From an optimization exercise on the open Yosys and OpenROAD flow, aimed at small area, a short achievable clock period and few clock cycles; shortcuts taken in it are not production practice.
Function was checked by simulation only, so behaviour that the tests miss may differ from the original.
Power is estimated from default activity; no workload was simulated.

## run 1
## morse_keyer
module morse_keyer (
    input  wire        clk,
    input  wire        rst,           
    input  wire        cmd_valid,
    input  wire [7:0]  cmd_data,
    output wire        cmd_ready,
    output reg         rsp_valid,
    output reg  [7:0]  rsp_code,
    output reg  [31:0] rsp_value,
    output wire        tx_out,
    output wire        ind_out,
    output wire        transmit,
    output wire        busy,
    output wire [3:0]  key_state
);
    localparam [7:0] OP_TICK      = 8'h01;
    localparam [7:0] OP_CONFIGURE = 8'h02;
    localparam [7:0] OP_SEND      = 8'h03;
    localparam [7:0] OP_RESET     = 8'h04;
    localparam [7:0] OP_SET_PRE   = 8'h05;
    localparam [7:0] OP_SET_DUAL  = 8'h06;
    localparam [7:0] OP_SET_TXEN  = 8'h07;
    localparam [7:0] OP_SET_REP   = 8'h08;
    localparam [7:0] OP_READ      = 8'h09;
    localparam [7:0] OP_LOOKUP    = 8'h0A;
    localparam [7:0] RC_OK          = 8'd0;
    localparam [7:0] RC_TOO_LONG    = 8'd1;
    localparam [7:0] RC_BAD_SPEED   = 8'd2;
    localparam [7:0] RC_NOT_ENC     = 8'd3;
    localparam [7:0] RC_BAD_OPERAND = 8'd4;
    localparam [7:0] RC_ILLEGAL_OP  = 8'd5;
    localparam [3:0] S_IDLE     = 4'd0;
    localparam [3:0] S_PREAMBLE = 4'd1;
    localparam [3:0] S_DIT      = 4'd2;
    localparam [3:0] S_DAH      = 4'd3;
    localparam [3:0] S_DITDLY   = 4'd4;
  ...
For scale: ~1,900 flip-flops, ~61 I/O pins, ~0.058 mm2 of cells after synthesis.
Settings: LEC_CHECK=0, CAP_MARGIN=20, CORE_MARGIN=2, CORE_UTILIZATION=60, CTS_CLUSTER_DIAMETER=100, CTS_CLUSTER_SIZE=22, SLEW_MARGIN=20; clock period 15.0 ns.
run.sh (not shown) runs the stock make flow with config.mk's settings and CLKGATE_MAP_FILE= SYNTH_SCRIPT=/design/flow/synth_recipe.tcl, a recipe that flattens the netlist after the stock synthesis.
Run 1 ended with every stage complete and zero timing, DRC or antenna violations.
Testbench counts of run 1, summed over its fixed seeds: cycles 144,014.
> inputs changed (run 1 -> run 2)
- changing CORE_UTILIZATION from 60 to 70
==> flow/flow/run.sh (new file) <==
#!/bin/bash
# Layout flow: the standard ORFS flow (standard.sh), with the timing
# repair asked to leave extra setup slack, so that the layout's paths are
# repaired well below the design's clock period. The constraints (clock
# period, I/O delays, loads) are the design's own and are not changed.
set -euo pipefail
MARGIN=${SETUP_MARGIN_NS:-10.8}
bash standard.sh SETUP_SLACK_MARGIN=$MARGIN finish > orfs_make.log 2>&1
==> flow/standard.sh (new file) <==
#!/bin/bash
# synth_recipe.tcl (not shown) runs the flow's synth.tcl, then flattens the netlist and writes it again
# the make line also repeats each setting of config.mk as NAME=value (left out here)
make -C /OpenROAD-flow-scripts/flow DESIGN_CONFIG=/design/flow/config.mk WORK_HOME=/design/flow/orfs CLKGATE_MAP_FILE= SYNTH_SCRIPT=/design/flow/synth_recipe.tcl "${@:-finish}"
removed: flow/run.sh
==> run summary <==
Run 2 finished all stages; the layout is clean. Non-clock buffer count ended up about 50% higher on run 2 than on run 1. Looking at critical path endpoint, the div_r_q[16]$_DFFE_PN_ result is from run 2; the chars_q[5]$_SDFFE_PP0P_ one comes from run 1. Summary of run 2 over run 1: maximum resistive drop on vdd has decreased, worst setup slack has increased, minimum setup slack among reg-to-reg paths has increased, total design power has increased, fraction of standard cell area that is sequential has decreased. [run 2] number of placement rows fell 9 relative to run 1.
### run 2 -> run 3
- CORE_UTILIZATION changed from 70 to 60
==> flow/flow/run.sh <==
#!/bin/bash
# Layout flow: the standard ORFS flow (standard.sh) with two changes.
#  - The timing repair is asked to leave extra setup slack, so that the
#    layout's paths are repaired well below the design's clock period.
#    The constraints (clock period, I/O delays, loads) are the design's own.
#  - After placement, each register that drives an output port's buffer is
#    moved next to that buffer and the placement is legalized again
#    (flow/move_out_regs.tcl), before clock tree synthesis and routing.
# Each step writes its full output to a log file of its own here.
set -euo pipefail
MARGIN=${SETUP_MARGIN_NS:-10.85}
RES=orfs/results/sky130hd/morse_keyer/base
bash standard.sh SETUP_SLACK_MARGIN=$MARGIN place > orfs_place.log 2>&1
ODB_IN=$RES/3_place.odb ODB_OUT=$RES/3_place.odb \
    openroad -no_init -exit flow/move_out_regs.tcl > move_out_regs.log 2>&1
bash standard.sh SETUP_SLACK_MARGIN=$MARGIN finish > orfs_finish.log 2>&1
==> flow/flow/move_out_regs.tcl (new file) <==
# Move each register that drives an output port's buffer next to that
# buffer, then legalize. Reads and rewrites the given odb.
read_db $::env(ODB_IN)
set block [ord::get_db_block]
set moved 0
foreach bterm [$block getBTerms] {
  if {[$bterm getIoType] ne "OUTPUT"} { continue }
  set net [$bterm getNet]
  if {$net eq "NULL"} { continue }
  set buf ""
  foreach it [$net getITerms] { if {[$it isOutputSignal]} { set buf [$it getInst] } }
  if {$buf eq ""} { continue }
  set innet ""
  foreach it [$buf getITerms] { if {[$it isInputSignal]} { set innet [$it getNet] } }
  if {$innet eq "" || $innet eq "NULL"} { continue }
  set drv ""
  foreach it [$innet getITerms] { if {[$it isOutputSignal]} { set drv [$it getInst] } }
  if {$drv eq ""} { continue }
  set m [[$drv getMaster] getName]
  if {![string match "*df*" $m]} { continue }
  set loc [$buf getLocation]
  $drv setLocation [lindex $loc 0] [lindex $loc 1]
  incr moved
}
puts "moved $moved registers"
detailed_placement
check_placement
write_db $::env(ODB_OUT)
Results
[compare] base=run 2 new=run 3: biggest cell delay along the critical path shows a reduction of 0.19 ns; number of multi-input combinational cells in the layout shows no meaningful change; routed wire length shows a reduction of 17%; full die area shows an increase of 16%. Run 2 ended up with div_r_q[0]$_DFFE_PN_ as its first element of the critical path; run 3 ended up with transmit_q$_SDFF_PP0_. End of the critical path: div_r_q[16]$_DFFE_PN_ -> run 2, transmit -> run 3. Endpoint required time on the critical path (run 3 over run 2): decrease, 3.45 ns. ~same leakage power of the design in run 2 and run 3.
--- input diff run 3..run 4 ---
diff --git a/flow/flow/run.sh b/flow/flow/run.sh
--- a/flow/flow/run.sh
+++ b/flow/flow/run.sh
@@ -11 +11 @@
-MARGIN=${SETUP_MARGIN_NS:-10.85}
+MARGIN=${SETUP_MARGIN_NS:-10.92}
## What came out
Delta (run 4 minus run 3): share of the clock period used by the worst path -0.19 points, part of the power in the clock network rose 0.4 points, global-route usage now sits higher. Clock period minus final worst setup slack, run 3 and run 4: larger value in run 3. Pin count of the biggest net entering global routing, run 3 and run 4: smaller value in run 4. Relative to run 3, the final cell area reported for run 4 is higher. Run 4 — number of global-route vias before repair 1.8% higher, run 3 as reference. transmit as the termination of the worst setup path was reported by run 3, and busy by run 4.
Changes in run 5 relative to run 4:
diff --git a/flow/flow/run.sh b/flow/flow/run.sh
--- a/flow/flow/run.sh
+++ b/flow/flow/run.sh
@@ -11 +11 @@
-MARGIN=${SETUP_MARGIN_NS:-10.92}
+MARGIN=${SETUP_MARGIN_NS:-11.0}
[summary]
Run 5 gives less post-layout total power than run 4 did.
Compared with run 4, run 5 shows placed wire-length estimate that has gone down slightly.
Comparing run 4 with run 5, the cell area came out essentially unchanged.
Worst hold slack for run 5: 0.0053 ns up relative to run 4
Total routing usage reported by global routing essentially unchanged between run 5 and run 4.
As far as cell leakage power is concerned, run 4 and run 5 perform about the same.
Going from run 4 to run 5, final period utilization has remained practically unchanged; number of fill cells has decreased.
Comparing run 5 against run 4, there is no change at all in part of the Yosys area used for sequential elements.
Comparing run 4 against run 5, there is no change at all in per-cell via count in the routed design.
Run 4 -> run 5: worst hold path cell count delta 0, exact match

==> afterwards: timing with drivers on the ports <==
In the flow no input, the clock included, has a driving cell. The finished layouts below were timed again as built, in two steps.
Step 1 (the two cells are an assumption about what drives the block):
set clk [get_ports {clk}]
set_driving_cell -lib_cell sky130_fd_sc_hd__clkbuf_16 $clk
set_driving_cell -lib_cell sky130_fd_sc_hd__buf_2 [delete_from_list [all_inputs] $clk]
Step 2 adds t to the input delays and takes it off the output delays; t is the mean of the earliest and latest rising clock arrival at the registers after step 1. Input paths then give back, and output paths get back, about the clock's delay inside the block.
Three values: ideal ports, drivers, drivers and shift; two values: the first two.
run	t, ns	slack for setup (ns)	worst setup path at the end	worst slew at a driven data input, ns
run 1	0.769	9.630 / 9.630 / 9.630	register to register	0.04
run 2	0.792	10.738 / 10.708 / 10.187	input to register	0.06
run 3	0.778	10.803 / 10.729 / 10.556	input to register	0.04
run 4	0.768	10.832 / 10.762 / 10.566	input to register	0.04
run 5	0.782	10.835 / 10.759 / 10.508	input to register	0.03
After both steps every run listed still meets setup and hold. The setup slack of run 2, which loses most, moves by -0.030 ns with the drivers and by -0.551 ns with both steps.
